This is an optimization exercise on Yosys and OpenROAD, whose aim is small area and a short achievable clock period, not a production implementation.
Only simulation tests tie the RTL to the original design; equivalence was not proved.
Power and IR drop assume default switching activity.

==> design.v <==
module hpf (
    input  wire        clk,
    input  wire        rst,           
    input  wire        op_valid,
    output wire        op_ready,
    input  wire [3:0]  op_sel,
    input  wire [7:0]  op_cmd,        
    input  wire [7:0]  op_plen,       
    input  wire [8:0]  op_flen,       
    input  wire [15:0] op_alg,        
    input  wire        pl_valid,
    input  wire [7:0]  pl_data,
    output wire        pl_ready,
    output wire        tx_valid,
    output wire [7:0]  tx_data,
    input  wire        tx_ready,
    input  wire        rx_valid,
    input  wire        rx_timeout,
    input  wire [7:0]  rx_data,
    output wire        rx_ready,
    output reg         done,
    output wire        busy,
    output reg  [2:0]  session,
    output wire [15:0] mode,
    output reg         mode_valid,
    output reg  [2:0]  res_kind,
    output reg         fb_valid,
    output wire [8:0]  fb_len,
    output reg         info_valid,
    output wire [7:0]  info_n,
    output reg  [15:0] info_pkt,
    output reg  [15:0] info_id,
    output reg  [7:0]  det_count,
    output reg  [3:0]  err_cause,
    output reg  [8:0]  err_len,
    output reg         close_strobe,
    output reg         det_valid,
    output wire [7:0]  det_kind,
    output wire [15:0] det_ax,
    output wire [15:0] det_ay,
    output wire [15:0] det_bx,
    output wire [15:0] det_by
);
    localparam [3:0] OP_OPEN = 4'h1, OP_SEND = 4'h2, OP_READ_FRAME = 4'h3,
                     OP_READ_RESP = 4'h4, OP_KNOCK = 4'h5, OP_SET_MODE = 4'h6,
                     OP_POLL = 4'h7, OP_CLOSE = 4'h8;
    localparam [2:0] SS_UNINIT = 3'd0, SS_CONN = 3'd1, SS_MODESET = 3'd2,
                     SS_POLLING = 3'd3, SS_CLOSED = 3'd4;
    localparam [2:0] RK_NONE = 3'd0, RK_DONE = 3'd1, RK_FRAME = 3'd2,
                     RK_ACK = 3'd3, RK_SINGLE = 3'd4, RK_DET = 3'd5;
    localparam [3:0] E_NONE = 4'd0, E_TIMEOUT = 4'd1, E_BAD_PREFIX = 4'd2, E_BAD_CSUM = 4'd3,
                     E_ACK_MISMATCH = 4'd4, E_UNKNOWN_CMD = 4'd5,
                     E_UNEXPECTED_CMD = 4'd8, E_BAD_STATE = 4'd9, E_CONTRACT = 4'd10;
    localparam [7:0] C_REQUEST = 8'h20, C_INFO = 8'h29, C_BLOCK = 8'h2A,
                     C_ARROW = 8'h2B, C_KNOCK = 8'h2C, C_SET_ALG = 8'h2D,
                     C_OK = 8'h2E;
    reg        busy_r, ordy_r;
    reg        st_admit, st_tx, st_rx, st_chk, st_fin;
    reg        tx_valid_r, tx_new, pl_ready_r;
    reg        rx_ready_r, rq_v;
    reg        o_open, o_send, o_rdfr, o_rdrs, o_knock, o_setm, o_poll, o_close;
    reg        flen_bad;            
    reg        alg_big;             
    reg [2:0]  alg_q;
    reg [7:0]  cmd_q;               
    reg [7:0]  plen_q;              
    reg [2:0]  ph;                  
    reg [7:0]  tx_data_r;
    reg [7:0]  sum;                 
    reg        rq_t;
    reg [7:0]  rq_d;                
    reg [8:0]  idx;
    reg [8:0]  len;
    reg        lastq;               
    reg        pfx_bad, sum_ok, len0;
    reg        c_ok, c_info, c_det, c_known, c_b0;
    reg        more;                
    reg        sb0z;                
    reg        dlast;               
    reg [7:0]  sb [0:7];            
    reg [2:0]  mode_r;
    assign op_ready = ordy_r;
    assign busy     = busy_r;
    assign tx_valid = tx_valid_r;
    assign tx_data  = tx_data_r;
    assign pl_ready = pl_ready_r;
    assign rx_ready = rx_ready_r;
    assign mode     = {13'd0, mode_r};
    assign fb_len   = len;
    assign info_n   = info_pkt[7:0];
    assign det_kind = {7'b0010101, c_b0};
    assign det_ax   = {sb[1], sb[0]};
    assign det_ay   = {sb[3], sb[2]};
    assign det_bx   = {sb[5], sb[4]};
    assign det_by   = {sb[7], sb[6]};
    wire accept   = ordy_r && op_valid;
    wire o_resp   = o_rdrs || o_poll;
    wire o_ack    = o_knock || o_setm;
    wire o_txop   = o_send || o_knock || o_setm || o_poll;
    wire reserved = !(o_open || o_send || o_rdfr || o_rdrs || o_knock || o_setm ||
                      o_poll || o_close);
    wire s_uninit = (session == SS_UNINIT);
    wire s_act    = (session == SS_CONN) || (session == SS_MODESET) || (session == SS_POLLING);
    wire s_mp     = (session == SS_MODESET) || (session == SS_POLLING);
    wire state_ok = o_open ? s_uninit : o_poll ? s_mp : s_act;
    wire args_bad = (o_rdfr && flen_bad) || (o_setm && alg_big);
    wire refuse   = reserved || !state_ok || args_bad;
    wire adm_ok   = st_admit && !refuse;
    wire tx_idle   = st_tx && !tx_valid_r && !pl_ready_r;
    wire tx_pay    = (ph == 3'd5) && (plen_q != 8'd0);
    wire tx_req_pl = tx_idle && tx_pay && o_send;
    wire tx_load   = tx_idle && (ph != 3'd6) && !(tx_pay && o_send);
    wire tx_end    = tx_idle && (ph == 3'd6);
    reg  [7:0] nb;
    always @* begin
        case (ph)
            3'd0:    nb = 8'h55;
            3'd1:    nb = 8'hAA;
            3'd2:    nb = 8'h11;
            3'd3:    nb = plen_q;
            3'd4:    nb = cmd_q;
            default: nb = (plen_q == 8'd0) ? sum : (plen_q[1] ? {5'd0, alg_q} : 8'd0);
        endcase
    end
    wire rx_to   = st_rx && rq_v && rq_t;
    wire rx_done = st_rx && rq_v && !rq_t && lastq;
    reg  [7:0] pfx_byte;
    always @* begin
        case (idx[1:0])
            2'd0:    pfx_byte = 8'h55;
            2'd1:    pfx_byte = 8'hAA;
            default: pfx_byte = 8'h11;
        endcase
    end
    wire frame_ok = !pfx_bad && sum_ok;
    wire ack_ok   = len0 && c_ok;
    wire chk_cont = frame_ok && o_resp && (more ? (c_det && !dlast) : (c_info && !sb0z));
    wire chk_err  = !frame_ok || (o_ack && !ack_ok) ||
                    (o_resp && (more ? !c_det : !c_known));
    reg  [2:0] chk_res;
    reg  [3:0] chk_cause;
    always @* begin
        chk_res   = RK_NONE;
        chk_cause = E_NONE;
        if (!frame_ok)
            chk_cause = pfx_bad ? E_BAD_PREFIX : E_BAD_CSUM;
        else if (o_rdfr)
            chk_res = RK_FRAME;
        else if (o_ack) begin
            if (ack_ok) chk_res = RK_DONE;
            else        chk_cause = E_ACK_MISMATCH;
        end else if (more) begin
            if (c_det)  chk_res = RK_DET;
            else        chk_cause = c_known ? E_UNEXPECTED_CMD : E_UNKNOWN_CMD;
        end else begin
            if (c_ok)         chk_res = RK_ACK;
            else if (c_info)  chk_res = RK_DET;
            else if (c_known) chk_res = RK_SINGLE;
            else              chk_cause = E_UNKNOWN_CMD;
        end
    end
    wire rd_resp  = (adm_ok && o_rdrs) || (tx_end && o_poll);
    wire rd_start = (adm_ok && (o_rdfr || o_rdrs)) || (tx_end && !o_send) ||
                    (st_chk && chk_cont);
    wire fin_ev   = (st_admit && (refuse || o_open || o_close)) || (tx_end && o_send) ||
                    rx_to || (st_chk && !chk_cont);
    wire det_ev   = st_chk && frame_ok && o_resp && more && c_det;
    wire info_ev  = st_chk && frame_ok && o_resp && !more && c_info;
    wire setm_ev  = st_chk && frame_ok && o_setm && ack_ok;
    wire err_ev   = (st_admit && refuse) || rx_to || (st_chk && chk_err);
    always @(posedge clk) begin
        if (rst) begin
            busy_r       <= 1'b0;
            ordy_r       <= 1'b1;
            st_admit     <= 1'b0;
            st_tx        <= 1'b0;
            st_rx        <= 1'b0;
            st_chk       <= 1'b0;
            st_fin       <= 1'b0;
            tx_valid_r   <= 1'b0;
            tx_new       <= 1'b0;
            pl_ready_r   <= 1'b0;
            rx_ready_r   <= 1'b0;
            rq_v         <= 1'b0;
            done         <= 1'b0;
            session      <= SS_UNINIT;
            mode_valid   <= 1'b0;
            res_kind     <= RK_NONE;
            fb_valid     <= 1'b0;
            info_valid   <= 1'b0;
            det_count    <= 8'd0;
            err_cause    <= E_NONE;
            err_len      <= 9'd0;
            close_strobe <= 1'b0;
            det_valid    <= 1'b0;
        end else begin
            busy_r     <= accept || (busy_r && !st_fin);
            ordy_r     <= (ordy_r && !op_valid) || st_fin;
            st_admit   <= accept;
            st_tx      <= (adm_ok && o_txop) || (st_tx && !tx_end);
            st_rx      <= rd_start || (st_rx && !(rq_v && (rq_t || lastq)));
            st_chk     <= rx_done;
            st_fin     <= fin_ev;
            done       <= st_fin;
            tx_valid_r <= (tx_valid_r && !tx_ready) || tx_load || (pl_ready_r && pl_valid);
            tx_new     <= tx_load || (pl_ready_r && pl_valid);
            pl_ready_r <= (pl_ready_r && !pl_valid) || tx_req_pl;
            rq_v       <= rx_ready_r && rx_valid;
            rx_ready_r <= (rx_ready_r && !rx_valid) || rd_start ||
                          (st_rx && rq_v && !rq_t && !lastq);
            close_strobe <= adm_ok && o_close;
            det_valid    <= det_ev;
            if (adm_ok && o_open)  session <= SS_CONN;
            if (adm_ok && o_close) session <= SS_CLOSED;
            if (adm_ok && o_poll)  session <= SS_POLLING;
            if (setm_ev) begin
                session    <= SS_MODESET;
                mode_valid <= 1'b1;
            end
            if (rd_resp)
                info_valid <= 1'b0;
            else if (info_ev)
                info_valid <= 1'b1;
            if (rd_resp || err_ev)
                det_count <= 8'd0;
            else if (det_ev)
                det_count <= det_count + 8'd1;
            if (rd_start || err_ev)
                fb_valid <= 1'b0;
            else if (st_chk && !chk_err && !chk_cont)
                fb_valid <= 1'b1;
            if (busy_r && !st_fin) begin
                res_kind  <= st_chk ? chk_res : ((st_admit && !refuse) || st_tx) ? RK_DONE : RK_NONE;
                err_cause <= st_admit ? (refuse ? ((reserved || state_ok) ? E_CONTRACT : E_BAD_STATE) : E_NONE) :
                             st_rx    ? E_TIMEOUT :
                             st_chk   ? chk_cause : E_NONE;
                err_len   <= (st_chk && chk_err) ? len : 9'd0;
            end
        end
    end
    always @(posedge clk) begin
        if (ordy_r) begin
            o_open   <= (op_sel == OP_OPEN);
            o_send   <= (op_sel == OP_SEND);
            o_rdfr   <= (op_sel == OP_READ_FRAME);
            o_rdrs   <= (op_sel == OP_READ_RESP);
            o_knock  <= (op_sel == OP_KNOCK);
            o_setm   <= (op_sel == OP_SET_MODE);
            o_poll   <= (op_sel == OP_POLL);
            o_close  <= (op_sel == OP_CLOSE);
            flen_bad <= (op_flen < 9'd6) || (op_flen > 9'd261);
            alg_big  <= (op_alg[15:3] != 13'd0) || (op_alg[2:0] == 3'd7);
            alg_q    <= op_alg[2:0];
            case (op_sel)
                OP_SEND:     begin cmd_q <= op_cmd;    plen_q <= op_plen; end
                OP_KNOCK:    begin cmd_q <= C_KNOCK;   plen_q <= 8'd0;    end
                OP_SET_MODE: begin cmd_q <= C_SET_ALG; plen_q <= 8'd2;    end
                default:     begin cmd_q <= C_REQUEST; plen_q <= 8'd0;    end
            endcase
        end else if (tx_idle && tx_pay) begin
            plen_q <= plen_q - 8'd1;
        end
        if (st_admit)
            ph <= 3'd0;
        else if (tx_load)
            ph <= (ph == 3'd5) ? ((plen_q == 8'd0) ? 3'd6 : 3'd5) : ph + 3'd1;
        if (pl_ready_r)
            tx_data_r <= pl_data;
        else if (tx_load)
            tx_data_r <= nb;
        if ((!st_tx && !st_rx) || (st_tx && ph == 3'd6 && !tx_valid_r))
            sum <= 8'd0;
        else if (tx_new)
            sum <= sum + tx_data_r;
        else if (rq_v)
            sum <= sum + rq_d;
        if (accept && op_sel == OP_READ_FRAME)
            len <= op_flen;
        else if (st_admit && o_resp)
            len <= 9'd16;
        else if (st_admit && o_ack)
            len <= 9'd6;
        if (rd_resp)
            more <= 1'b0;
        else if (st_chk && chk_cont)
            more <= 1'b1;
        rq_d  <= rx_data;
        rq_t  <= rx_timeout;
        lastq <= (idx + 9'd1 == len);
        sb0z  <= (sb[0] == 8'd0);
        dlast <= (det_count + 8'd1 == info_pkt[7:0]);
        if (!st_rx) begin
            idx     <= 9'd0;
            pfx_bad <= 1'b0;
        end else if (rq_v) begin
            idx <= idx + 9'd1;
            if (idx < 9'd3 && rq_d != pfx_byte)
                pfx_bad <= 1'b1;
        end
        if (rq_v) begin
            if (idx == 9'd3)
                len0 <= (rq_d == 8'd0);
            if (idx == 9'd4) begin
                c_ok    <= (rq_d == C_OK);
                c_info  <= (rq_d == C_INFO);
                c_det   <= (rq_d == C_BLOCK) || (rq_d == C_ARROW);
                c_known <= (rq_d == C_REQUEST) || (rq_d == C_INFO) || (rq_d == C_BLOCK) ||
                           (rq_d == C_ARROW) || (rq_d == C_KNOCK) || (rq_d == C_SET_ALG) ||
                           (rq_d == C_OK);
                c_b0    <= rq_d[0];
            end
            if (idx < 9'd13) begin
                sb[0] <= sb[1]; sb[1] <= sb[2]; sb[2] <= sb[3]; sb[3] <= sb[4];
                sb[4] <= sb[5]; sb[5] <= sb[6]; sb[6] <= sb[7]; sb[7] <= rq_d;
            end
            sum_ok <= (rq_d == sum);
        end
        if (setm_ev)
            mode_r <= alg_q;
        if (info_ev) begin
            info_pkt <= {sb[1], sb[0]};
            info_id  <= {sb[3], sb[2]};
        end
    end
endmodule
==> flow/run.sh <==
#!/bin/bash
# The standard layout, except that the buffers put on the ports are buf_1 cells
# (the standard flow picks clkdlybuf4s50_1, a delay cell almost three times larger).
set -euo pipefail
bash standard.sh "BUFFER_PORTS_ARGS=-buffer_cell sky130_fd_sc_hd__buf_1" finish > standard_flow.log 2>&1
==> standard.sh <==
#!/bin/bash
# synth_recipe.tcl (not shown) runs the flow's synth.tcl, then flattens the netlist and writes it again
# the make line also repeats each setting of config.mk as NAME=value (left out here)
make -C /OpenROAD-flow-scripts/flow DESIGN_CONFIG=/design/flow/config.mk WORK_HOME=/design/flow/orfs CLKGATE_MAP_FILE= SYNTH_SCRIPT=/design/flow/synth_recipe.tcl "${@:-finish}"
==> config.mk <==
export PLATFORM = sky130hd
export DESIGN_NAME = hpf
export DESIGN_NICKNAME = hpf
export VERILOG_FILES = /design/flow/design.v
export SDC_FILE = /design/flow/constraint.sdc
export NUM_CORES = 4
export LEC_CHECK = 0
export CAP_MARGIN = 20
export CORE_MARGIN = 2
export CORE_UTILIZATION = 40
export SETUP_SLACK_MARGIN = 3.5
export SLEW_MARGIN = 20
==> constraint.sdc <==
create_clock -name core_clock -period 6.0 [get_ports {clk}]
set_input_delay 1.2000 -clock core_clock [delete_from_list [all_inputs] [get_ports {clk}]]
set_output_delay 1.2000 -clock core_clock [all_outputs]
set_load 0.01 [all_outputs]
==> results.ini, run 1 <==
[layout]
drive_gt1_share_pct=6.51
fin_nets=1161
area_delta_synth_final_pct=18.7
final_cells=1415
num_antenna_cells=0

[global_route]
antenna_found_initial=0
grt_max_degree=65
grt_first_pass_wirelength_mm=35.5
grt-ovfl-total=0
grt.total_usage_pct=17.1
grt_pass1_vias=6571

[sta]
maxSlewViolCount=0
fin_crit_sh_pct=40.4
hold_violations=0
fin_hold_ws_ns=0.444
min_period_ns=2.43
skew_ns=0.0153
clock.fmax_mhz=412
setup_viol=0
fin_ws_ns=3.57
rsz0062_at_grt=false
tightest_slew_ns=0.926
tns_ns=0
slew_headroom_pct=38.1

[outcome]
status=complete, no violations

[worst_setup_path]
arrival_ns=1.23
rrSetupSlack_ns=3.62
worst_setup_path_start_kind=flip-flop
reg2reg_from=tx_new
r2r-end=sum[7]
critPathMaxFanout=18
cp.required_ns=4.80
path_class=reg2out
reg2reg_depth=8
cp-end-kind=primary output

[cts]
tritoncts=yes
clk_pin_slew_ns=0.06
clock_latency_ns=0.52
cts-root-buf=clkbuf_16
clock_path_buffers=3
post-cts-setup-buffers=0
clock-sinks=231
cts_made_buffers=25
cts_max_level=1

[route]
drtIter0Drc=544
drc=0
firstDrtPassIters=5
wirelength_mm=23.3
vias=7096
wl_per_cell_um=16.5
routed_via_density=5.01
ant_nets=0

[yosys]
yosys.area.top_type_share_pct=46.0
netlist_instances=855
yosys_register_bits=231
synth.avg_cell_area_um2=11.6
synth-seq-area-share_pct=61.9
ys_async_sr_fraction_pct=0
synth.area.top_cells=edfxtp_1 46%, dfxtp_1 16%, xnor2_1 4.3%
synth_area_um2=9930
yosysMostFrequentCell=edfxtp_1
synthFlopType=edfxtp_1
synth_top_cell_by_area=edfxtp_1
ys_top_cells_by_count=152 x edfxtp_1, 79 x dfxtp_1, 79 x nor2_1, 61 x nand2_1, 49 x xnor2_1
yosysWarnings=2
synth_cell_types=67
synth_edf_count=152

[power]
p_leak_nw=3.95
ir_worst_vdd_v=0.000225
power_density_nw_per_um2=289

[min_path]
min_from=sb[7][2]
hold_path_class=reg2reg
hold_end=sb[6][2]
hold_depth=0

[floorplanning]
pin_count=251
num_rows=57
initial_utilization_pct=40.8
die_w_um=162
coreArea_um2=24300
die_h_um=162
dieArea_um2=26100

[place]
placed_cells=1369
place_congestion=0.873
dp_hpwl_mm=17.3
preCtsSetupSlack_ns=3.14
io_buffers=230

[flow_run]
cap_viol_max_count=0

-- area by class of cell --
| class | count | area, um^2 |
|---|---|---|
| clock buffers | 29 | 641 |
| clock inverters | 16 | 118 |
| fillers | 2312 | 12500 |
| inverters | 23 | 86.3 |
| multi-input cells | 556 | 3440 |
| flip-flops and latches | 231 | 6160 |
| well taps | 324 | 405 |
| repair buffers | 236 | 940 |
-- layout by cell type (no fill, tap or decap), types with 4 or more instances in the layout --
cell / instances
a211oi_1: 4
a21o_1: 4
a21oi_1: 48
a221oi_1: 4
a22oi_1: 14
a31oi_1: 6
and2_1: 23
and3_1: 10
buf_1: 229
buf_4: 4
clkbuf_1: 4
clkbuf_16: 26
clkinv_1: 5
clkinv_2: 4
conb_1: 20
dfxtp_1: 75
edfxtp_1: 152
ha_1: 19
inv_1: 23
mux2_2: 7
mux2i_1: 4
nand2_1: 61
nand2b_1: 12
nand3_1: 36
nand4_1: 7
nor2_1: 78
nor2b_1: 10
nor3_1: 25
nor4_1: 9
nor4b_1: 5
o21ai_0: 27
o21ai_1: 4
or4_1: 4
xnor2_1: 49
xor2_1: 12
-- sequential cells by signal, indices dropped and copies added (netlist names), 4 cells and up --
signal / flops
len: 9
err_len: 9
sum: 8
tx_data_r: 8
idx: 9
info_id: 16
sb: 64
rq_d: 8
plen_q: 8
info_pkt: 16
err_cause: 4
cmd_q: 8
det_count: 8
-- layer usage --
metal | part of all wire [%] | track usage, %
met1 | 43 | 22.7
met2 | 49 | 29.2
met3 | 6.7 | 3.24
met4 | 1.6 | 3.86
met5 | 0 | 0
-- stage by stage --
step | power (mW) | area, um^2 | util (%)
after CTS | 3.44 | 11700 | 48.3
final | 3.41 | 11800 | 48.5
after global placement | 2.01 | 11000 | 45.1
after detailed placement | 2.01 | 11000 | 45.1
after floorplan | 1.95 | 10000 | -
after global routing | 3.55 | 11800 | 48.5
-- kinds of logic (layout without fill, tap and decap cells) --
group,Yosys count,in the layout,share of synthesized area [%]
AOI/OAI and AO/OA,143,143,9.14
xor gates and xnor gates,61,61,5.38
adders and majority gates,20,20,2.59
buffers and inverters,86,304,4.48
DFF,231,231,61.9
muxes,11,11,1.20
other,2,20,0.0756
and+or+nand+nor,301,301,15.3
-- repair_timing --
action,CTS,global route
resized for setup,3,7
hold buffers,0,0
gates cloned,0,1
endpoints found under the setup margin,4,12
-- report_power, final --
part           switching (mW)  internal, mW  total, mW
sequential             0.0457          1.73       1.77
clock                   0.608         0.809       1.42
combinational           0.129        0.0877      0.217
total                   0.783          2.62       3.41
-- critical path, stage by stage, from the launching register on --
cell and delay (ns):
dfxtp_4 0.41, buf_12 0.15, buf_1 0.15
-- worst max-delay path by stage --
stage,start,end,cells past startpoint
floorplan,tx_new,sum[7],9
global placement,op_sel[0],len[5],4
detailed placement,op_sel[0],len[6],4
CTS,ordy_r,op_ready,2
global route,tx_new,sum[6],10
finish,ordy_r,op_ready,2
==> run 2, diff against run 1 <==
--- a/design.v
+++ b/design.v
@@ -59,23 +59,19 @@
     reg        tx_valid_r, tx_new, pl_ready_r;
     reg        rx_ready_r, rq_v;
     reg        o_open, o_send, o_rdfr, o_rdrs, o_knock, o_setm, o_poll, o_close;
-    reg        flen_bad;            
     reg        alg_big;             
     reg [2:0]  alg_q;
-    reg [7:0]  cmd_q;               
-    reg [7:0]  plen_q;              
     reg [2:0]  ph;                  
     reg [7:0]  tx_data_r;
     reg [7:0]  sum;                 
     reg        rq_t;
     reg [7:0]  rq_d;                
-    reg [8:0]  idx;
+    reg [8:0]  idx;                 
     reg [8:0]  len;
     reg        lastq;               
-    reg        pfx_bad, sum_ok, len0;
+    reg        pfx_bad, len0;
     reg        c_ok, c_info, c_det, c_known, c_b0;
     reg        more;                
-    reg        sb0z;                
     reg        dlast;               
     reg [7:0]  sb [0:7];            
     reg [2:0]  mode_r;
@@ -103,11 +99,11 @@
     wire s_act    = (session == SS_CONN) || (session == SS_MODESET) || (session == SS_POLLING);
     wire s_mp     = (session == SS_MODESET) || (session == SS_POLLING);
     wire state_ok = o_open ? s_uninit : o_poll ? s_mp : s_act;
-    wire args_bad = (o_rdfr && flen_bad) || (o_setm && alg_big);
+    wire args_bad = (o_rdfr && ((len < 9'd6) || (len > 9'd261))) || (o_setm && alg_big);
     wire refuse   = reserved || !state_ok || args_bad;
     wire adm_ok   = st_admit && !refuse;
     wire tx_idle   = st_tx && !tx_valid_r && !pl_ready_r;
-    wire tx_pay    = (ph == 3'd5) && (plen_q != 8'd0);
+    wire tx_pay    = (ph == 3'd5) && (rq_d != 8'd0);
     wire tx_req_pl = tx_idle && tx_pay && o_send;
     wire tx_load   = tx_idle && (ph != 3'd6) && !(tx_pay && o_send);
     wire tx_end    = tx_idle && (ph == 3'd6);
@@ -117,9 +113,9 @@
             3'd0:    nb = 8'h55;
             3'd1:    nb = 8'hAA;
             3'd2:    nb = 8'h11;
-            3'd3:    nb = plen_q;
-            3'd4:    nb = cmd_q;
-            default: nb = (plen_q == 8'd0) ? sum : (plen_q[1] ? {5'd0, alg_q} : 8'd0);
+            3'd3:    nb = rq_d;
+            3'd4:    nb = idx[7:0];
+            default: nb = (rq_d == 8'd0) ? sum : (rq_d[1] ? {5'd0, alg_q} : 8'd0);
         endcase
     end
     wire rx_to   = st_rx && rq_v && rq_t;
@@ -132,9 +128,10 @@
             default: pfx_byte = 8'h11;
         endcase
     end
+    wire sum_ok   = (sum == {rq_d[6:0], 1'b0});
     wire frame_ok = !pfx_bad && sum_ok;
     wire ack_ok   = len0 && c_ok;
-    wire chk_cont = frame_ok && o_resp && (more ? (c_det && !dlast) : (c_info && !sb0z));
+    wire chk_cont = frame_ok && o_resp && (more ? (c_det && !dlast) : (c_info && (sb[0] != 8'd0)));
     wire chk_err  = !frame_ok || (o_ack && !ack_ok) ||
                     (o_resp && (more ? !c_det : !c_known));
     reg  [2:0] chk_res;
@@ -248,22 +245,19 @@
             o_setm   <= (op_sel == OP_SET_MODE);
             o_poll   <= (op_sel == OP_POLL);
             o_close  <= (op_sel == OP_CLOSE);
-            flen_bad <= (op_flen < 9'd6) || (op_flen > 9'd261);
             alg_big  <= (op_alg[15:3] != 13'd0) || (op_alg[2:0] == 3'd7);
             alg_q    <= op_alg[2:0];
             case (op_sel)
-                OP_SEND:     begin cmd_q <= op_cmd;    plen_q <= op_plen; end
-                OP_KNOCK:    begin cmd_q <= C_KNOCK;   plen_q <= 8'd0;    end
-                OP_SET_MODE: begin cmd_q <= C_SET_ALG; plen_q <= 8'd2;    end
-                default:     begin cmd_q <= C_REQUEST; plen_q <= 8'd0;    end
+                OP_SEND:     idx <= {1'b0, op_cmd};
+                OP_KNOCK:    idx <= {1'b0, C_KNOCK};
+                OP_SET_MODE: idx <= {1'b0, C_SET_ALG};
+                default:     idx <= {1'b0, C_REQUEST};
             endcase
-        end else if (tx_idle && tx_pay) begin
-            plen_q <= plen_q - 8'd1;
         end
         if (st_admit)
             ph <= 3'd0;
         else if (tx_load)
-            ph <= (ph == 3'd5) ? ((plen_q == 8'd0) ? 3'd6 : 3'd5) : ph + 3'd1;
+            ph <= (ph == 3'd5) ? ((rq_d == 8'd0) ? 3'd6 : 3'd5) : ph + 3'd1;
         if (pl_ready_r)
             tx_data_r <= pl_data;
         else if (tx_load)
@@ -284,19 +278,28 @@
             more <= 1'b0;
         else if (st_chk && chk_cont)
             more <= 1'b1;
-        rq_d  <= rx_data;
+        if (rx_ready_r && rx_valid)
+            rq_d <= rx_data;
+        else if (ordy_r)
+            rq_d <= (op_sel == OP_SEND) ? op_plen : (op_sel == OP_SET_MODE) ? 8'd2 : 8'd0;
+        else if (tx_idle && tx_pay)
+            rq_d <= rq_d - 8'd1;
         rq_t  <= rx_timeout;
         lastq <= (idx + 9'd1 == len);
-        sb0z  <= (sb[0] == 8'd0);
         dlast <= (det_count + 8'd1 == info_pkt[7:0]);
         if (!st_rx) begin
-            idx     <= 9'd0;
             pfx_bad <= 1'b0;
         end else if (rq_v) begin
-            idx <= idx + 9'd1;
             if (idx < 9'd3 && rq_d != pfx_byte)
                 pfx_bad <= 1'b1;
         end
+        if (ordy_r)
+            ;    
+        else if (st_rx) begin
+            if (rq_v)
+                idx <= idx + 9'd1;
+        end else if (!((st_admit && o_txop) || (st_tx && ph != 3'd6)))
+            idx <= 9'd0;
         if (rq_v) begin
             if (idx == 9'd3)
                 len0 <= (rq_d == 8'd0);
@@ -313,7 +316,6 @@
                 sb[0] <= sb[1]; sb[1] <= sb[2]; sb[2] <= sb[3]; sb[3] <= sb[4];
                 sb[4] <= sb[5]; sb[5] <= sb[6]; sb[6] <= sb[7]; sb[7] <= rq_d;
             end
-            sum_ok <= (rq_d == sum);
         end
         if (setm_ev)
             mode_r <= alg_q;
--- a/config.mk
+++ b/config.mk
@@ -7,6 +7,6 @@
 export LEC_CHECK = 0
 export CAP_MARGIN = 20
 export CORE_MARGIN = 2
-export CORE_UTILIZATION = 40
+export CORE_UTILIZATION = 50
 export SETUP_SLACK_MARGIN = 3.5
 export SLEW_MARGIN = 20
==> run 2 against run 1 <==
Critical path type is now reg2reg. Highest routed layer unchanged. Critical path depth up 7. Synthesized cell count grew 0.35%. Hold slack improved by 0.0013 ns. Synthesized area down 3.8%. Largest cell class unchanged. Critical endpoint is now sum[7]. Clock power down 6%. Non-clock buffer count rose by 25. Still clean. Sequential share of layout area shrank 2.8 points. First-iteration DRC count shrank 13%. Register-to-register slack got worse by 0.099 ns.
==> results.ini, run 2 <==
[cts]
clk_pin_slew_ns=0.06
clock-sinks=212
cts-root-buf=clkbuf_16
cts_made_buffers=22
ctsHoldBuffers=0
clock_path_buffers=3
tritoncts=yes
clock_latency_ns=0.50
cts_max_level=1

[yosys]
synthFlopType=edfxtp_1
synth_cell_types=66
yosysWarnings=2
yosys.area.top_type_share_pct=44.6
ys_top_cells_by_count=142 x edfxtp_1, 92 x nor2_1, 70 x dfxtp_1, 54 x a21oi_1, 53 x nand2_1
yosysMostFrequentCell=edfxtp_1
synth-seq-area-share_pct=59.3
synth_top_cell_by_area=edfxtp_1
synth_area_um2=9560
synth.area.top_cells=edfxtp_1 45%, dfxtp_1 15%, nor2_1 3.6%
synth.avg_cell_area_um2=11.1
synth_edf_count=142
ys_async_sr_fraction_pct=0
netlist_instances=858
yosys_register_bits=212

[power]
power_density_nw_per_um2=286
ir_worst_vdd_v=0.000269
p_leak_nw=3.97
power_mw=3.28

[layout]
fillers=1622
top_register=sb
largest_register_ffs=64
area_delta_synth_final_pct=20.1
reg.largest.list=sb: 64 flops, info_id: 16 flops, info_pkt: 16 flops
final_cell_mix=229 x buf_1, 142 x edfxtp_1, 91 x nor2_1
area.sequential_um2=5670
multiInputGateArea_um2=3550
fin_nets=1183
drive_gt1_share_pct=8.93
layout_commonest_cell=buf_1
num_antenna_cells=0

[global_route]
antenna_found_initial=0
met2_usage_pct=39.7
grt-ovfl-total=0
use_met1_pct=32.0
grt_pass1_vias=6878
grtUsageMet3_pct=3.30
grt.total_usage_pct=23.3
grt_max_degree=65
grt-busiest-layer=met2
grt_first_pass_wirelength_mm=37.0

[route]
wl_per_cell_um=18.0
routed_via_density=5.43
wirelength_mm=24.1
vias=7296
firstDrtPassIters=5
drc=0
ant_nets=0
drtIter0Drc=474

[worst_setup_path]
reg2reg_from=rq_d[3]
rrSetupSlack_ns=3.52
critPathMaxFanout=5
cp-end-kind=flip-flop
r2r-end=sum[7]
worst_setup_path_start_kind=flip-flop
reg2reg_depth=9
path_class=reg2reg
cp.required_ns=6.43
arrival_ns=2.91

[sta]
min_period_ns=2.48
clock.fmax_mhz=403
rsz0062_at_grt=true
setup_viol=0
maxSlewViolCount=0
fin_ws_ns=3.52
tns_ns=0
fin_crit_sh_pct=41.3
slew_headroom_pct=37.0
skew_ns=0.00931
hold_violations=0
tightest_slew_ns=0.941

[min_path]
hold_depth=0
hold_path_class=reg2reg
min_from=sb[5][7]
hold_end=sb[4][7]

[outcome]
status=complete, no violations

[place]
dp_hpwl_mm=17.5
place_congestion=0.878
io_buffers=230
preCtsSetupSlack_ns=2.99

[floorplanning]
coreArea_um2=18700
pin_count=251
dieArea_um2=20200
die_h_um=142
initial_utilization_pct=51.1
num_rows=50
die_w_um=142

[flow_run]
cap_viol_max_count=0

-- run 2: worst max path at each step --
stage               startpoint            to  slack, ns  cells after the start
floorplan              rq_d[3]    info_id[0]       3.12                      6
global placement       rq_d[2]     mode_r[2]       3.11                      4
detailed placement     rq_d[2]     mode_r[2]       2.99                      4
CTS                    rq_d[3]  det_count[6]       3.51                      8
global route           rq_d[3]        sum[7]       3.42                      9
finish                 rq_d[3]        sum[7]       3.52                      9
-- run 2: final cells by class --
| type | instances | share of cell area (%) |
|---|---|---|
| tap | 234 | 2.55 |
| clock inverter | 8 | 0.545 |
| clock buffer | 32 | 5.75 |
| sequential | 212 | 49.4 |
| multi-input combinational | 566 | 30.9 |
| inverter | 30 | 0.981 |
| timing repair buffer | 261 | 9.89 |
-- run 2: layer usage --
layer | part of all wire [%] | routed length (um)
met5 | 0 | 0
met4 | 1.4 | 335
met3 | 6.0 | 1440
met2 | 48 | 11700
met1 | 44 | 10700
-- run 2: report_power, final --
group / internal [mW] / leakage [nW] / switching, mW
sequential: 1.58 / 1.88 / 0.0504
clock: 0.806 / 0.360 / 0.537
combinational: 0.127 / 1.74 / 0.175
-- run 2: what timing repair did --
| action | 4_1_cts | 5_1_grt |
|---|---|---|
| setup endpoints to repair | 69 | 66 |
| buffers inserted | 9 | 16 |
| resized for setup | 7 | 13 |
| pin swaps | 1 | 2 |
-- run 2: logic make-up after synthesis --
| group | after synthesis | synth area share (%) |
|---|---|---|
| AND/OR/NAND/NOR | 296 | 15.5 |
| flip-flops | 212 | 59.3 |
| AO/OA/AOI/OAI | 166 | 11.1 |
| buffers and inverters | 98 | 5.17 |
| XOR/XNOR | 47 | 4.31 |
| adder cells (fa/ha/maj) | 22 | 2.96 |
| multiplexers | 15 | 1.66 |
| other | 2 | 0.0786 |
-- run 2: stage by stage --
step / utilization, % / cell area [um^2] / hold slack (ns) / instances
2_1_floorplan: - / 9670 / 0.424 / 876
3_3_place_gp: 56.0 / 10500 / 0.426 / 1278
3_5_place_dp: 56.0 / 10500 / 0.431 / 1278
4_1_cts: 60.4 / 11300 / 0.443 / 1327
5_1_grt: 61.4 / 11500 / 0.451 / 1343
6_report: 61.4 / 11500 / 0.445 / 1343
-- run 2: critical path, stage by stage (launching register included) --
cell and delay (ns):
edfxtp_1 0.49, buf_4 0.21, mux2_2 0.26, ha_1 0.33
nand3_1 0.10, o211ai_1 0.16, o41ai_2 0.29, xnor2_1 0.13
or3_1 0.31, a21oi_1 0.14
==> run 3, diff against run 2 <==
--- a/config.mk
+++ b/config.mk
@@ -7,6 +7,6 @@
 export LEC_CHECK = 0
 export CAP_MARGIN = 20
 export CORE_MARGIN = 2
-export CORE_UTILIZATION = 50
+export CORE_UTILIZATION = 40
 export SETUP_SLACK_MARGIN = 3.5
 export SLEW_MARGIN = 20
==> run 3 against run 2 <==
Hold slack worse by 0.0058 ns. Combinational power hardly changed. Non-clock buffer count is 9 lower. Sequential power hardly changed. Cell area is 0.24% higher. Cell count is 5.9% higher. Fmax is 1.7% higher. First-iteration DRC count is 54% higher. Register-to-register slack better by 0.06 ns. Global-route usage is 3.4 points lower. Critical path type is now reg2out. Critical endpoint is now op_ready. Largest cell class unchanged.
==> results.ini, run 3 <==
[cts]
ctsHoldBuffers=0
cts-root-buf=clkbuf_16
clock_latency_ns=0.52
cts_made_buffers=23
clock-sinks=212
tritoncts=yes
clk_pin_slew_ns=0.06
cts_max_level=1
clock_path_buffers=3

[yosys]
synthMuxAreaShare_pct=1.66
synth_edf_count=142
synth_top_cell_by_area=edfxtp_1
synth_compound_area_share_pct=11.1
ys_async_sr_fraction_pct=0
synth_top_family_by_area=simple AND/OR/NAND/NOR gates
ys_top_cells_by_count=142 x edfxtp_1, 92 x nor2_1, 70 x dfxtp_1, 54 x a21oi_1, 53 x nand2_1
synth-seq-area-share_pct=59.3
synth_cell_types=66
synth_area_um2=9560
synth.avg_cell_area_um2=11.1
synth.area.top_cells=edfxtp_1 45%, dfxtp_1 15%, nor2_1 3.6%
synth_fa_ha_area_share_pct=2.96
synthXorXnorAreaFrac_pct=4.31
yosys_register_bits=212
yosysMostFrequentCell=edfxtp_1
yosys.area.top_type_share_pct=44.6
yosysWarnings=2
synth-simple-area-share_pct=15.5
synthFlopType=edfxtp_1
netlist_instances=858

[global_route]
antenna_found_initial=0
grt_pass1_vias=6796
grt.total_usage_pct=19.9
grt_first_pass_wirelength_mm=38.6
grt_max_degree=39
grt-ovfl-total=0

[sta]
skew_ns=0.0113
rsz0062_at_grt=false
tightest_slew_ns=1.08
slew_headroom_pct=28.3
maxSlewViolCount=0
tns_ns=0
setup_viol=0
clock.fmax_mhz=410
hold_violations=0
min_period_ns=2.44
fin_crit_sh_pct=40.6

[route]
ant_nets=0
met1Wirelength_mm=11.2
wl_per_cell_um=18.1
dr_wl_met2_mm=11.9
wirelength_mm=25.8
topRoutingLayerUsed=met4
met3_length_mm=1.91
routed_via_density=5.24
vias=7447
drtIter0Drc=731
firstDrtPassIters=5
drc=0

[worst_setup_path]
cp-end-kind=primary output
arrival_ns=1.24
cp.required_ns=4.80
critPathMaxFanout=22
worst_setup_path_start_kind=flip-flop
path_class=reg2out

[floorplanning]
pin_count=251
die_h_um=159
dieArea_um2=25200
num_rows=56
coreArea_um2=23500
initial_utilization_pct=40.7
die_w_um=159

[power]
ir_worst_vdd_v=0.000173
p_leak_nw=3.91
power_density_nw_per_um2=284

[layout]
largest_register_ffs=64
area_delta_synth_final_pct=20.4
reg.largest.list=sb: 64 flops, info_id: 16 flops, info_pkt: 16 flops
final_cells=1422
top_register=sb
num_antenna_cells=0
final_cell_mix=228 x buf_1, 142 x edfxtp_1, 89 x nor2_1
layout_commonest_cell=buf_1
fin_nets=1176
drive_gt1_share_pct=8.52

[place]
io_buffers=230
place_congestion=0.907
dp_hpwl_mm=18.7
placed_cells=1361

[min_path]
hold_path_class=reg2reg

[flow_run]
cap_viol_max_count=0

[outcome]
status=complete, no violations

==> run 3: path summary, 6_finish.rpt <==
check | from | endpoint | slack, ns | cells after the start
setup / recovery | ordy_r | op_ready | 3.56 | 2
hold / removal | sb[6][4] | sb[5][4] | 0.44 | 0
setup reg to reg | rq_d[4] | sum[7] | 3.58 | 8
hold reg to reg | sb[6][4] | sb[5][4] | 0.44 | 0
==> run 3: kinds of logic after synthesis <==
kind of cell,count (synthesis)
flip-flops,212
buffers and inverters,98
other,2
AND/OR/NAND/NOR,296
XOR/XNOR,47
AO/OA/AOI/OAI,166
adder cells (fa/ha/maj),22
multiplexers,15
==> run 3: final cells by class <==
type	instances	area, um^2
Clock buffer	31	616
Clock inverter	11	96.3
Fill cell	2199	12000
Inverter	30	113
Multi-Input combinational cell	567	3560
Sequential cell	212	5670
Tap cell	319	399
Timing Repair Buffer	252	1040
==> run 3: through the flow <==
| stage | instance area, um^2 | utilization (%) | hold WS (ns) | power, mW | setup WS (ns) |
|---|---|---|---|---|---|
| global route | 11500 | 49.0 | 0.447 | 3.39 | 3.49 |
| floorplan | 9670 | - | 0.424 | 1.85 | 3.12 |
| global placement | 10600 | 45.0 | 0.428 | 1.93 | 2.98 |
| CTS | 11400 | 48.5 | 0.440 | 3.28 | 3.50 |
| detailed placement | 10600 | 45.0 | 0.430 | 1.93 | 2.94 |
| finish | 11500 | 49.0 | 0.439 | 3.27 | 3.56 |
==> run 3: per-layer routing <==
layer / global-route usage, % / up-vias
met1: 27.7 / 3517
met5: 0 / -
met4: 5.32 / 0
met3: 3.76 / 46
met2: 31.9 / 334
li1: - / 3550
==> run 3: worst max-delay path, stage by stage, from the launching register on <==
cell,delay (ns)
dfxtp_4,0.40
buf_12,0.17
buf_2,0.15
==> run 3: power by group <==
part / leakage, nW / internal, mW / switching (mW)
registers: 1.88 / 1.58 / 0.0551
clock network: 0.340 / 0.768 / 0.566
logic: 1.69 / 0.121 / 0.179
==> run 3: timing repair <==
item	in CTS	in global routing
setup buffers	8	10
pin swaps	1	1
resized for setup	10	13
cloned	1	0
endpoints found under the setup margin	101	64
==> run 4, diff against run 3 <==
--- a/config.mk
+++ b/config.mk
@@ -8,5 +8,7 @@
 export CAP_MARGIN = 20
 export CORE_MARGIN = 2
 export CORE_UTILIZATION = 40
+export CTS_CLUSTER_DIAMETER = 60
+export CTS_CLUSTER_SIZE = 30
 export SETUP_SLACK_MARGIN = 3.5
 export SLEW_MARGIN = 20
==> run 4 against run 3 <==
Utilization is essentially flat. Sequential cell count is the same. Clock skew grew 0.010 ns. Global-route usage is essentially flat. Hold slack lost 0.012 ns. Critical path type is now reg2reg.
==> results.ini, run 4 <==
[layout]
fillers=2181
num_antenna_cells=0
final_util_pct=49.0
area_delta_synth_final_pct=20.4
fin_area_um2=11500
final_cells=1411
layout_commonest_cell=buf_1
drive_gt1_share_pct=8.24
largest_register_ffs=64
fin_nets=1168
final_cell_mix=228 x buf_1, 142 x edfxtp_1, 92 x nor2_1
top_register=sb
reg.largest.list=sb: 64 flops, info_id: 16 flops, info_pkt: 16 flops

[worst_setup_path]
arrival_ns=2.88
cp.required_ns=6.43
reg2reg_depth=8
crit_end=sum[7]
worst_setup_path_start_kind=flip-flop
critPathMaxFanout=11
path_class=reg2reg
cp-end-kind=flip-flop
reg2reg_from=rq_d[4]
startpoint=rq_d[4]
r2r-end=sum[7]
rrSetupSlack_ns=3.55

[floorplanning]
dieArea_um2=25200
die_w_um=159
coreArea_um2=23500
initial_utilization_pct=40.7
pin_count=251
num_rows=56
die_h_um=159

[global_route]
grt.total_usage_pct=19.8
grt-ovfl-total=0
grt_first_pass_wirelength_mm=38.5
grt_max_degree=39
grt_pass1_vias=6765
antenna_found_initial=0

[sta]
skew_ns=0.0213
setup_viol=0
min_period_ns=2.45
tightest_slew_ns=1.08
tns_ns=0
slew_headroom_pct=27.8
fin_crit_sh_pct=40.9
clock.fmax_mhz=408
hold_violations=0
rsz0062_at_grt=true
maxSlewViolCount=0

[route]
drtIter0Drc=794
drc=0
ant_nets=0
firstDrtPassIters=6
wl_per_cell_um=18.1
routed_via_density=5.22
vias=7369
wirelength_mm=25.5

[yosys]
ys_async_sr_fraction_pct=0
yosys.area.top_type_share_pct=44.6
synth_cell_types=66
netlist_instances=858
yosys_register_bits=212
ys_top_cells_by_count=142 x edfxtp_1, 92 x nor2_1, 70 x dfxtp_1, 54 x a21oi_1, 53 x nand2_1
synthFlopType=edfxtp_1
synth_top_cell_by_area=edfxtp_1
yosysMostFrequentCell=edfxtp_1
yosysWarnings=2
synth_area_um2=9560
synth.area.top_cells=edfxtp_1 45%, dfxtp_1 15%, nor2_1 3.6%
synth_edf_count=142
synth-seq-area-share_pct=59.3
synth.avg_cell_area_um2=11.1

[power]
clock_power_share_pct=42.1
combPwrFrac_pct=8.7
seqPwrFrac_pct=49.2
power_density_nw_per_um2=289
ir_worst_vdd_v=0.000185
power_mw=3.33
intPower_mw=2.43
switching_share_pct=27.0
switchingPower_mw=0.900
p_leak_nw=3.91

[cts]
cts-root-buf=clkbuf_16
clock_path_buffers=3
cts_made_buffers=20
clock_latency_ns=0.52
tritoncts=yes
cts_max_level=1
clk_pin_slew_ns=0.10
clock-sinks=212

[place]
dp_hpwl_mm=18.7
placed_area_um2=10600
io_buffers=230
place_congestion=0.907
placed_cells=1361

[min_path]
min_from=sb[5][7]
hold_path_class=reg2reg

[outcome]
status=complete, no violations

[flow_run]
cap_viol_max_count=0

[run 4: cell counts after synthesis]
Identical to the previous run, type by type.
[run 4: logic make-up (layout without fill, tap and decap cells)]
group	count (synthesis)	after routing	share of synthesized area (%)
AOI/OAI and AO/OA	166	167	11.1
xor gates and xnor gates	47	47	4.31
adders and majority gates	22	22	2.96
buffers and inverters	98	313	5.17
DFF	212	212	59.3
muxes	15	15	1.66
other	2	20	0.0786
and+or+nand+nor	296	296	15.5
[run 4: critical path: stages, from the launching register on]
cell      delay, ns
edfxtp_1       0.58
mux2_2         0.34
ha_1           0.35
nand3_1        0.09
o211ai_1       0.32
o41ai_2        0.10
xnor2_1        0.14
or3_1          0.31
a21oi_1        0.14
[run 4: repair_timing]
item                                    in CTS  in global routing
pin swaps                                    1                  0
hold buffers                                 0                  0
gates cloned                                 1                  0
gates resized for setup                      8                 12
endpoints found under the setup margin     103                 58
hold endpoints to repair                     0                  0
buffers inserted                            12                  1
[run 4: worst min path at each step]
stage	endpoint	slack, ns	cells past startpoint
4_1_cts	sb[4][7]	0.42	0
2_1_floorplan	sb[7][4]	0.42	0
3_5_place_dp	sb[5][0]	0.43	0
6_report	sb[4][7]	0.43	0
5_1_grt	sb[3][4]	0.43	0
3_3_place_gp	sb[5][0]	0.43	0
[run 4: metal layers]
layer  vias up  GRT usage [%]  part of all wire [%]
met5         -          0.207                     0
met4         0           5.41                   2.2
met3        42           3.70                   7.3
met2       325           31.7                    46
met1      3466           27.8                    44
li1       3536              -                     -
[run 4: power groups by stage]
stage,combinational [mW],clock [mW],sequential [mW]
2_1_floorplan,0.212,0,1.64
3_3_place_gp,0.252,0,1.68
3_5_place_dp,0.252,0,1.68
4_1_cts,0.280,1.44,1.64
5_1_grt,0.322,1.49,1.64
6_report,0.290,1.40,1.64
[run 4: metrics by stage]
step                worst slack [ns]  hold slack [ns]
floorplan                       3.12            0.424
global placement                2.98            0.428
detailed placement              2.94            0.430
CTS                             3.50            0.423
global route                    3.43            0.433
finish                          3.55            0.427
[run 4: final cells by class]
class / count / area, um^2 / share of cell area (%)
Clock inverter: 14 / 200 / 1.74
Tap cell: 319 / 399 / 3.47
Sequential cell: 212 / 5670 / 49.3
Timing Repair Buffer: 247 / 1010 / 8.77
Clock buffer: 22 / 551 / 4.78
Multi-Input combinational cell: 567 / 3560 / 31.0
Inverter: 30 / 113 / 0.978
==> run 5, diff against run 4 <==
--- a/config.mk
+++ b/config.mk
@@ -8,7 +8,7 @@
 export CAP_MARGIN = 20
 export CORE_MARGIN = 2
 export CORE_UTILIZATION = 40
-export CTS_CLUSTER_DIAMETER = 60
-export CTS_CLUSTER_SIZE = 30
+export CTS_BUF_LIST = sky130_fd_sc_hd__clkbuf_4 sky130_fd_sc_hd__clkbuf_8
+export CTS_CLUSTER_SIZE = 15
 export SETUP_SLACK_MARGIN = 3.5
 export SLEW_MARGIN = 20
==> run 5 against run 4 <==
Global-route usage rose by 0.24 points. Synthesized area did not move. Sequential cell count did not move. Non-clock buffer count rose by 7. Via count rose by 2.3%. Critical path type is now reg2out. Count of clock-buffer cells in the layout rose by 26. Sequential power barely moved. Still clean. Highest routed layer unchanged. Largest cell class unchanged. Wire length rose by 2.0%. Die area did not move. First-iteration DRC count fell by 15%.
==> results.ini, run 5 <==
[power]
combPwrFrac_pct=9.1
switching_share_pct=24.6
power_mw=3.32
ir_worst_vdd_v=0.000123
p_leak_nw=3.99
power_density_nw_per_um2=287
clock_power_share_pct=41.6
switchingPower_mw=0.818
seqPwrFrac_pct=49.3
intPower_mw=2.51

[sta]
slew_headroom_pct=30.5
rsz0062_at_grt=false
clock.fmax_mhz=408
skew_ns=0.0116
min_period_ns=2.45
tns_ns=0
hold_violations=0
tightest_slew_ns=1.04
fin_crit_sh_pct=40.8
setup_viol=0
maxSlewViolCount=0

[yosys]
synthFlopType=edfxtp_1
ys_top_cells_by_count=142 x edfxtp_1, 92 x nor2_1, 70 x dfxtp_1, 54 x a21oi_1, 53 x nand2_1
synth.area.top_cells=edfxtp_1 45%, dfxtp_1 15%, nor2_1 3.6%
synth_area_um2=9560
yosysMostFrequentCell=edfxtp_1
synth.avg_cell_area_um2=11.1
synth_top_cell_by_area=edfxtp_1
yosys.area.top_type_share_pct=44.6
synth_edf_count=142
ys_async_sr_fraction_pct=0
netlist_instances=858
yosysWarnings=2
yosys_register_bits=212
synth-seq-area-share_pct=59.3
synth_cell_types=66

[cts]
ctsHoldBuffers=0
clock_latency_ns=0.52
clock_path_buffers=3
cts_max_level=2
clock-sinks=212
clk_pin_slew_ns=0.06
tritoncts=yes
cts_made_buffers=37
cts-root-buf=clkbuf_8

[flow_run]
cap_viol_max_count=0

[global_route]
antenna_found_initial=0
grt_max_degree=39
grt_pass1_vias=6893
grt.total_usage_pct=20.1
grt-ovfl-total=0
grt_first_pass_wirelength_mm=38.7

[floorplanning]
coreArea_um2=23500
pin_count=251
die_w_um=159
initial_utilization_pct=40.7
die_h_um=159
num_rows=56
dieArea_um2=25200

[worst_setup_path]
critPathMaxFanout=22
arrival_ns=1.25
cp.required_ns=4.80
cp-end-kind=primary output
path_class=reg2out
worst_setup_path_start_kind=flip-flop

[route]
wl_per_cell_um=18.0
routed_via_density=5.20
ant_nets=0
drtIter0Drc=671
drc=0
vias=7537
firstDrtPassIters=6
wirelength_mm=26.0

[min_path]
hold_path_class=reg2reg

[layout]
final_util_pct=49.4
top_register=sb
fin_area_um2=11600
fin_nets=1192
largest_register_ffs=64
drive_gt1_share_pct=11.1
area_delta_synth_final_pct=21.3
reg.largest.list=sb: 64 flops, info_id: 16 flops, info_pkt: 16 flops
final_cell_mix=228 x buf_1, 142 x edfxtp_1, 90 x nor2_1
num_antenna_cells=0
layout_commonest_cell=buf_1

[place]
placed_area_um2=10600
place_congestion=0.907
io_buffers=230
dp_hpwl_mm=18.7

[outcome]
status=complete, no violations

[run 5: cell counts after synthesis]
No cell type changed its count.
[run 5: worst paths after layout]
path,depth (start not counted),from,slack [ns],endpoint
max,2,ordy_r,3.55,op_ready
min,0,sb[5][4],0.44,sb[4][4]
max reg2reg,4,o_poll,3.61,idx[7]
min reg2reg,0,sb[5][4],0.44,sb[4][4]
[run 5: cell families after synthesis]
kind of cell,after synthesis,synth area share (%)
flops,212,59.3
compound gates,166,11.1
fa+ha+maj,22,2.96
xor+xnor,47,4.31
other cells,2,0.0786
simple gates,296,15.5
mux,15,1.66
buf+inv,98,5.17
[run 5: area by class of cell]
type	instances	area, um^2
Fill cell	2203	11900
Sequential cell	212	5670
Multi-Input combinational cell	567	3570
Timing Repair Buffer	254	1060
Clock buffer	48	611
Tap cell	319	399
Clock inverter	20	169
Inverter	30	113
[run 5: what timing repair did]
| item | 4_1_cts | 5_1_grt |
|---|---|---|
| setup endpoints to repair | 100 | 61 |
| gates resized for setup | 12 | 11 |
| gates cloned | 1 | 0 |
| hold endpoints to repair | 0 | 0 |
| pin swaps | 1 | 0 |
| buffers inserted | 7 | 13 |
[run 5: critical path, cell delays in order, from the launching register on]
cell and delay (ns):
dfxtp_4 0.40, buf_12 0.17, buf_2 0.15
[run 5: power groups by stage]
stage | logic (mW) | clock network [mW] | registers [mW]
finish | 0.304 | 1.38 | 1.64
global route | 0.336 | 1.47 | 1.64
CTS | 0.270 | 1.42 | 1.64
detailed placement | 0.252 | 0 | 1.68
global placement | 0.252 | 0 | 1.68
floorplan | 0.212 | 0 | 1.64
[run 5: metrics by stage]
stage / hold WS [ns] / instances / worst slack [ns]
6_report: 0.440 / 1450 / 3.55
5_1_grt: 0.442 / 1450 / 3.49
4_1_cts: 0.441 / 1437 / 3.49
3_5_place_dp: 0.430 / 1361 / 2.94
3_3_place_gp: 0.428 / 1361 / 2.98
2_1_floorplan: 0.424 / 876 / 3.12
[run 5: routing by layer]
layer	routed length (um)	part of all wire [%]	vias up	track usage (%)
met4	474	1.8	0	6.05
met3	2240	8.6	45	4.74
li1	-	-	3588	-
met2	12100	46	357	31.6
met5	0	0	-	0
met1	11200	43	3547	27.6
==> run 6, diff against run 5 <==
--- a/config.mk
+++ b/config.mk
@@ -8,7 +8,6 @@
 export CAP_MARGIN = 20
 export CORE_MARGIN = 2
 export CORE_UTILIZATION = 40
-export CTS_BUF_LIST = sky130_fd_sc_hd__clkbuf_4 sky130_fd_sc_hd__clkbuf_8
-export CTS_CLUSTER_SIZE = 15
+export CTS_BUF_LIST = sky130_fd_sc_hd__clkbuf_8
 export SETUP_SLACK_MARGIN = 3.5
 export SLEW_MARGIN = 20
==> run 6 against run 5 <==
Die area is the same. Critical path depth is the same. Utilization shrank 0.20 points. Still clean. Critical endpoint unchanged. Critical path type unchanged.
==> results.ini, run 6 <==
[worst_setup_path]
critPathMaxFanout=22
cp.required_ns=4.80
path_class=reg2out
cp-end-kind=primary output
worst_setup_path_start_kind=flip-flop
arrival_ns=1.24

[cts]
clk_pin_slew_ns=0.06
cts-root-buf=clkbuf_8
tritoncts=yes
cts_made_buffers=37
cts_max_level=2
clock-sinks=212
ctsHoldBuffers=0
clock_path_buffers=3
clock_latency_ns=0.52

[yosys]
synth_cell_types=66
yosysMostFrequentCell=edfxtp_1
synth.avg_cell_area_um2=11.1
synth_area_um2=9560
ys_top_cells_by_count=142 x edfxtp_1, 92 x nor2_1, 70 x dfxtp_1, 54 x a21oi_1, 53 x nand2_1
yosysWarnings=2
synth-seq-area-share_pct=59.3
synth.area.top_cells=edfxtp_1 45%, dfxtp_1 15%, nor2_1 3.6%
netlist_instances=858
synth_top_cell_by_area=edfxtp_1
synth_edf_count=142
ys_async_sr_fraction_pct=0
synthFlopType=edfxtp_1
yosys_register_bits=212
yosys.area.top_type_share_pct=44.6

[route]
firstDrtPassIters=6
wl_per_cell_um=17.9
wirelength_mm=25.9
vias=7474
drtIter0Drc=759
ant_nets=0
routed_via_density=5.16
drc=0

[floorplanning]
dieArea_um2=25200
die_w_um=159
die_h_um=159
initial_utilization_pct=40.7
num_rows=56
coreArea_um2=23500
pin_count=251

[flow_run]
cap_viol_max_count=0

[sta]
rsz0062_at_grt=true
tightest_slew_ns=1.07
hold_violations=0
maxSlewViolCount=0
fin_hold_ws_ns=0.440
slew_headroom_pct=28.5
setup_viol=0
skew_ns=0.0106
fin_crit_sh_pct=40.7
tns_ns=0
clock.fmax_mhz=410
min_period_ns=2.44

[layout]
top_register=sb
area.sequential_um2=5670
largest_register_ffs=64
final_cell_mix=228 x buf_1, 142 x edfxtp_1, 91 x nor2_1
area_delta_synth_final_pct=20.8
drive_gt1_share_pct=10.1
layout_commonest_cell=buf_1
fillers=2209
fin_nets=1191
num_antenna_cells=0
reg.largest.list=sb: 64 flops, info_id: 16 flops, info_pkt: 16 flops
multiInputGateArea_um2=3560

[power]
p_leak_nw=3.99
power_density_nw_per_um2=283
ir_worst_vdd_v=0.000120

[global_route]
antenna_found_initial=0
grt-ovfl-total=0
grt.total_usage_pct=20.0
grt_first_pass_wirelength_mm=38.7
grt_pass1_vias=6898
grt_max_degree=39

[min_path]
hold_path_class=reg2reg

[outcome]
status=complete, no violations

[place]
place_congestion=0.907
dp_hpwl_mm=18.7
io_buffers=230

==> run 6: cell count changes in the layout (fill, tap and decap cells not counted), sizes merged <==
cell,delta
clkbuf,-8
inv,+8
buf,-1
==> run 6: routing by layer <==
metal	wire length (um)	up-vias	share of wire, %	GRT usage (%)
li1	-	3584	-	-
met1	11400	3516	44	27.7
met2	12000	328	46	31.6
met3	2050	46	7.9	4.68
met4	465	0	1.8	5.71
met5	0	-	0	0
==> run 6: final cells by class <==
cell class / instances / area share [%]
Inverter: 30 / 0.975
Tap cell: 319 / 3.46
Clock buffer: 40 / 4.77
Clock inverter: 28 / 1.72
Timing Repair Buffer: 253 / 9.11
Sequential cell: 212 / 49.1
Multi-Input combinational cell: 567 / 30.8
==> run 6: path summary, 6_finish.rpt <==
kind	start	endpoint	slack (ns)	depth (start not counted)
worst max-delay path	ordy_r	op_ready	3.56	2
worst min-delay path	sb[5][4]	sb[4][4]	0.44	0
worst max register to register	rq_d[2]	det_count[7]	3.61	8
worst min register to register	sb[5][4]	sb[4][4]	0.44	0
==> run 6: cells by family after synthesis <==
family | Yosys count | synth area share [%]
buffers and inverters | 98 | 5.17
XOR/XNOR | 47 | 4.31
flip-flops | 212 | 59.3
AND/OR/NAND/NOR | 296 | 15.5
multiplexers | 15 | 1.66
AO/OA/AOI/OAI | 166 | 11.1
other | 2 | 0.0786
adder cells (fa/ha/maj) | 22 | 2.96
==> run 6: timing repair <==
item,in CTS,in global routing
gates cloned,1,0
pin swaps,1,0
setup endpoints to repair,100,60
resized for setup,12,9
buffers inserted,8,11
==> run 6: critical path, stage by stage, from the launching register on <==
cell and delay, ns:
dfxtp_4 0.40, buf_12 0.17, buf_2 0.15
==> run 6: metrics by stage <==
step | worst slack (ns) | utilization (%) | cell area [um^2] | cells | power [mW]
global placement | 2.98 | 45.0 | 10600 | 1361 | 1.93
finish | 3.56 | 49.2 | 11500 | 1449 | 3.27
CTS | 3.49 | 48.7 | 11400 | 1438 | 3.28
detailed placement | 2.94 | 45.0 | 10600 | 1361 | 1.93
floorplan | 3.12 | - | 9670 | 876 | 1.85
global route | 3.39 | 49.2 | 11500 | 1449 | 3.40
==> run 6: where the power goes <==
part           total [mW]  leakage (nW)  switching, mW  internal, mW
Combinational       0.301          1.69          0.179         0.122
Clock                1.33         0.419          0.579         0.748
Sequential           1.64          1.88         0.0547          1.58
Total                3.27          3.99          0.813          2.45
==> run 7, diff against run 6 <==
--- a/design.v
+++ b/design.v
@@ -236,7 +236,7 @@
         end
     end
     always @(posedge clk) begin
-        if (ordy_r) begin
+        if (!busy_r) begin
             o_open   <= (op_sel == OP_OPEN);
             o_send   <= (op_sel == OP_SEND);
             o_rdfr   <= (op_sel == OP_READ_FRAME);
@@ -280,7 +280,7 @@
             more <= 1'b1;
         if (rx_ready_r && rx_valid)
             rq_d <= rx_data;
-        else if (ordy_r)
+        else if (!busy_r)
             rq_d <= (op_sel == OP_SEND) ? op_plen : (op_sel == OP_SET_MODE) ? 8'd2 : 8'd0;
         else if (tx_idle && tx_pay)
             rq_d <= rq_d - 8'd1;
@@ -293,7 +293,7 @@
             if (idx < 9'd3 && rq_d != pfx_byte)
                 pfx_bad <= 1'b1;
         end
-        if (ordy_r)
+        if (!busy_r)
             ;    
         else if (st_rx) begin
             if (rq_v)
==> run 7 against run 6 <==
Still clean on timing, DRC and antenna. Non-clock buffer count is 9 higher. Combinational power is 15% higher. Global-route usage is 0.17 points lower. Register-to-register slack worse by 0.02 ns. Sequential cell count stayed put. Clock power is 3% higher. Clock skew is 0.013 ns higher. Utilization is 0.74 points higher. Critical path type unchanged.
==> results.ini, run 7 <==
[global_route]
grt_max_degree=65
grt-ovfl-total=0
antenna_found_initial=0
grt_pass1_vias=7045
grt_first_pass_wirelength_mm=39.7
grt.total_usage_pct=19.9

[layout]
final_cell_mix=230 x buf_1, 142 x edfxtp_1, 70 x nor2_1
num_antenna_cells=0
drive_gt1_share_pct=12.0
area_delta_synth_final_pct=22.4
fin_nets=1197
final_cells=1452
largest_register_ffs=64
reg.largest.list=sb: 64 flops, info_id: 16 flops, info_pkt: 16 flops
layout_commonest_cell=buf_1
top_register=sb
fin_area_um2=11800

[power]
clock_power_share_pct=40.7
seqPwrFrac_pct=48.9
power_density_nw_per_um2=285
p_leak_nw=4.07
combPwrFrac_pct=10.3
switching_share_pct=25.1
switchingPower_mw=0.841
ir_worst_vdd_v=0.000134
intPower_mw=2.51

[sta]
fin_hold_ws_ns=0.444
fin_ws_ns=3.58
slew_headroom_pct=29.1
tns_ns=0
tightest_slew_ns=1.06
setup_viol=0
hold_violations=0
clock.fmax_mhz=413
rsz0062_at_grt=true
maxSlewViolCount=0
fin_crit_sh_pct=40.3
skew_ns=0.0236
min_period_ns=2.42

[yosys]
ys_top_cells_by_count=142 x edfxtp_1, 72 x nor2_1, 70 x dfxtp_1, 59 x nand2_1, 56 x a21oi_1
yosys_register_bits=212
synth.avg_cell_area_um2=11.2
netlist_instances=854
synthFlopType=edfxtp_1
synth_compound_area_share_pct=11.4
synthMuxAreaShare_pct=1.22
synth-seq-area-share_pct=59.0
synth_cell_types=72
synth-simple-area-share_pct=15.6
synth_fa_ha_area_share_pct=2.94
yosysWarnings=2
yosysMostFrequentCell=edfxtp_1
synth.area.top_cells=edfxtp_1 44%, dfxtp_1 15%, xnor2_1 3.0%
synth_top_cell_by_area=edfxtp_1
synth_top_family_by_area=simple AND/OR/NAND/NOR gates
synth_edf_count=142
synthXorXnorAreaFrac_pct=4.74
ys_async_sr_fraction_pct=0
synth_area_um2=9600
yosys.area.top_type_share_pct=44.4

[worst_setup_path]
cp-end-kind=primary output
path_class=reg2out
critPathMaxStageDelay_ns=0.37
arrival_ns=1.22
cp.required_ns=4.80
critPathMaxFanout=18
worst_setup_path_start_kind=flip-flop
critPathBufInv=2
slowest_stage=dfxtp_2
cp_top_family=flip-flops
cp_cell_sequence=buf_12, buf_1

[route]
dr_wl_met2_mm=12.4
routed_via_density=5.22
wirelength_mm=26.1
wl_per_cell_um=18.0
met1Wirelength_mm=10.8
firstDrtPassIters=6
vias=7575
met3_length_mm=2.19
ant_nets=0
drc=0
drtIter0Drc=641
topRoutingLayerUsed=met4

[cts]
clock-sinks=212
clock_latency_ns=0.53
tritoncts=yes
clk_pin_slew_ns=0.06
cts_max_level=2
cts_made_buffers=36
cts-root-buf=clkbuf_8
clock_path_buffers=3

[place]
io_buffers=230
placed_area_um2=10600
place_congestion=0.861
preCtsSetupSlack_ns=3.10
dp_hpwl_mm=18.9
placed_cells=1362

[floorplanning]
coreArea_um2=23500
num_rows=56
die_w_um=159
pin_count=251
initial_utilization_pct=40.8
die_h_um=159
dieArea_um2=25300

[flow_run]
cap_viol_max_count=0

[outcome]
status=complete, no violations

[min_path]
hold_path_class=reg2reg

==> run 7: worst paths after layout <==
kind	from	end	slack, ns	depth (start not counted)
hold reg to reg	sb[4][0]	sb[3][0]	0.44	0
hold / removal	sb[4][0]	sb[3][0]	0.44	0
setup / recovery	busy_r	busy	3.58	2
setup reg to reg	o_knock	det_count[1]	3.59	6
==> run 7: metrics by stage <==
step	util [%]	total power, mW
floorplan	-	1.88
global placement	45.2	1.96
detailed placement	45.2	1.96
CTS	49.0	3.35
global route	49.9	3.50
finish	49.9	3.35
==> run 7: power groups by stage <==
stage / clock network (mW) / registers (mW) / logic, mW
after floorplan: 0 / 1.64 / 0.233
after global placement: 0 / 1.68 / 0.276
after detailed placement: 0 / 1.69 / 0.276
after CTS: 1.41 / 1.65 / 0.300
after global routing: 1.48 / 1.64 / 0.383
final: 1.37 / 1.64 / 0.346
==> run 7: metal layers <==
metal,track usage (%),up-vias
met4,6.12,0
met5,0,-
met3,4.51,59
met1,26.0,3551
met2,33.1,383
li1,-,3582
==> run 7: area by class of cell <==
cell class,instances,area [um^2]
fillers,2173,11800
inverters,30,116
repair buffers,262,1110
clock buffers,39,537
well taps,319,399
flip-flops and latches,212,5680
multi-input cells,565,3700
clock inverters,25,216
==> run 7: cells by family (layout without fill, tap and decap cells) <==
logic type                 count (synthesis)  in the layout
other                                      2             20
buffers and inverters                     95            356
adders and majority gates                 22             22
AOI/OAI and AO/OA                        171            171
DFF                                      212            212
xor gates and xnor gates                  52             52
and+or+nand+nor                          289            289
muxes                                     11             11
==> run 7: worst reg2reg max path, cell delays in order (launching register included) <==
cell and delay, ns:
edfxtp_1 0.43, or4_4 0.59, nor4_4 0.29, a211oi_2 0.08
a32oi_2 0.22, or4b_4 0.59, a21oi_2 0.13
==> run 7: repair_timing <==
action                     4_1_cts  5_1_grt
pin swaps                        1        7
hold buffers                     0        0
resized for setup               12       25
buffers inserted                10       16
setup endpoints to repair       78       46

==> what the ideal ports hide <==
No port has a modelled driver above. Below, the same layouts with a new extraction and two added sets of constraints.
Step 1 (the two cells are an assumption about what drives the block):
set clk [get_ports {clk}]
set_driving_cell -lib_cell sky130_fd_sc_hd__clkbuf_16 $clk
set_driving_cell -lib_cell sky130_fd_sc_hd__buf_2 [delete_from_list [all_inputs] $clk]
Step 2, shift: input delay + t, output delay - t, t = (earliest + latest rising clock arrival at the registers) / 2. This alone moves slack from input paths to output paths.
Three values: ideal ports, drivers, drivers and shift; two values: the first two.
| run | t (ns) | setup WS [ns] | hold slack, ns | cell pins on the clock port's net |
|---|---|---|---|---|
| run 1 | 0.556 | 3.574 / 3.530 / 3.229 | 0.444 / 0.444 / 0.444 | 1 |
| run 2 | 0.538 | 3.521 / 3.521 / 3.113 | 0.445 / 0.445 / 0.445 | 1 |
| run 3 | 0.563 | 3.564 / 3.517 / 3.194 | 0.439 / 0.439 / 0.439 | 1 |
| run 4 | 0.554 | 3.546 / 3.517 / 3.203 | 0.427 / 0.427 / 0.427 | 1 |
| run 5 | 0.562 | 3.549 / 3.505 / 3.198 | 0.440 / 0.440 / 0.440 | 1 |
| run 6 | 0.555 | 3.559 / 3.513 / 3.172 | 0.440 / 0.440 / 0.440 | 1 |
| run 7 | 0.554 | 3.579 / 3.539 / 3.138 | 0.444 / 0.444 / 0.444 | 1 |
After both steps every run listed still meets setup and hold. For run 7, which loses most, drivers alone change the setup slack by -0.040 ns; drivers and shift together by -0.441 ns.
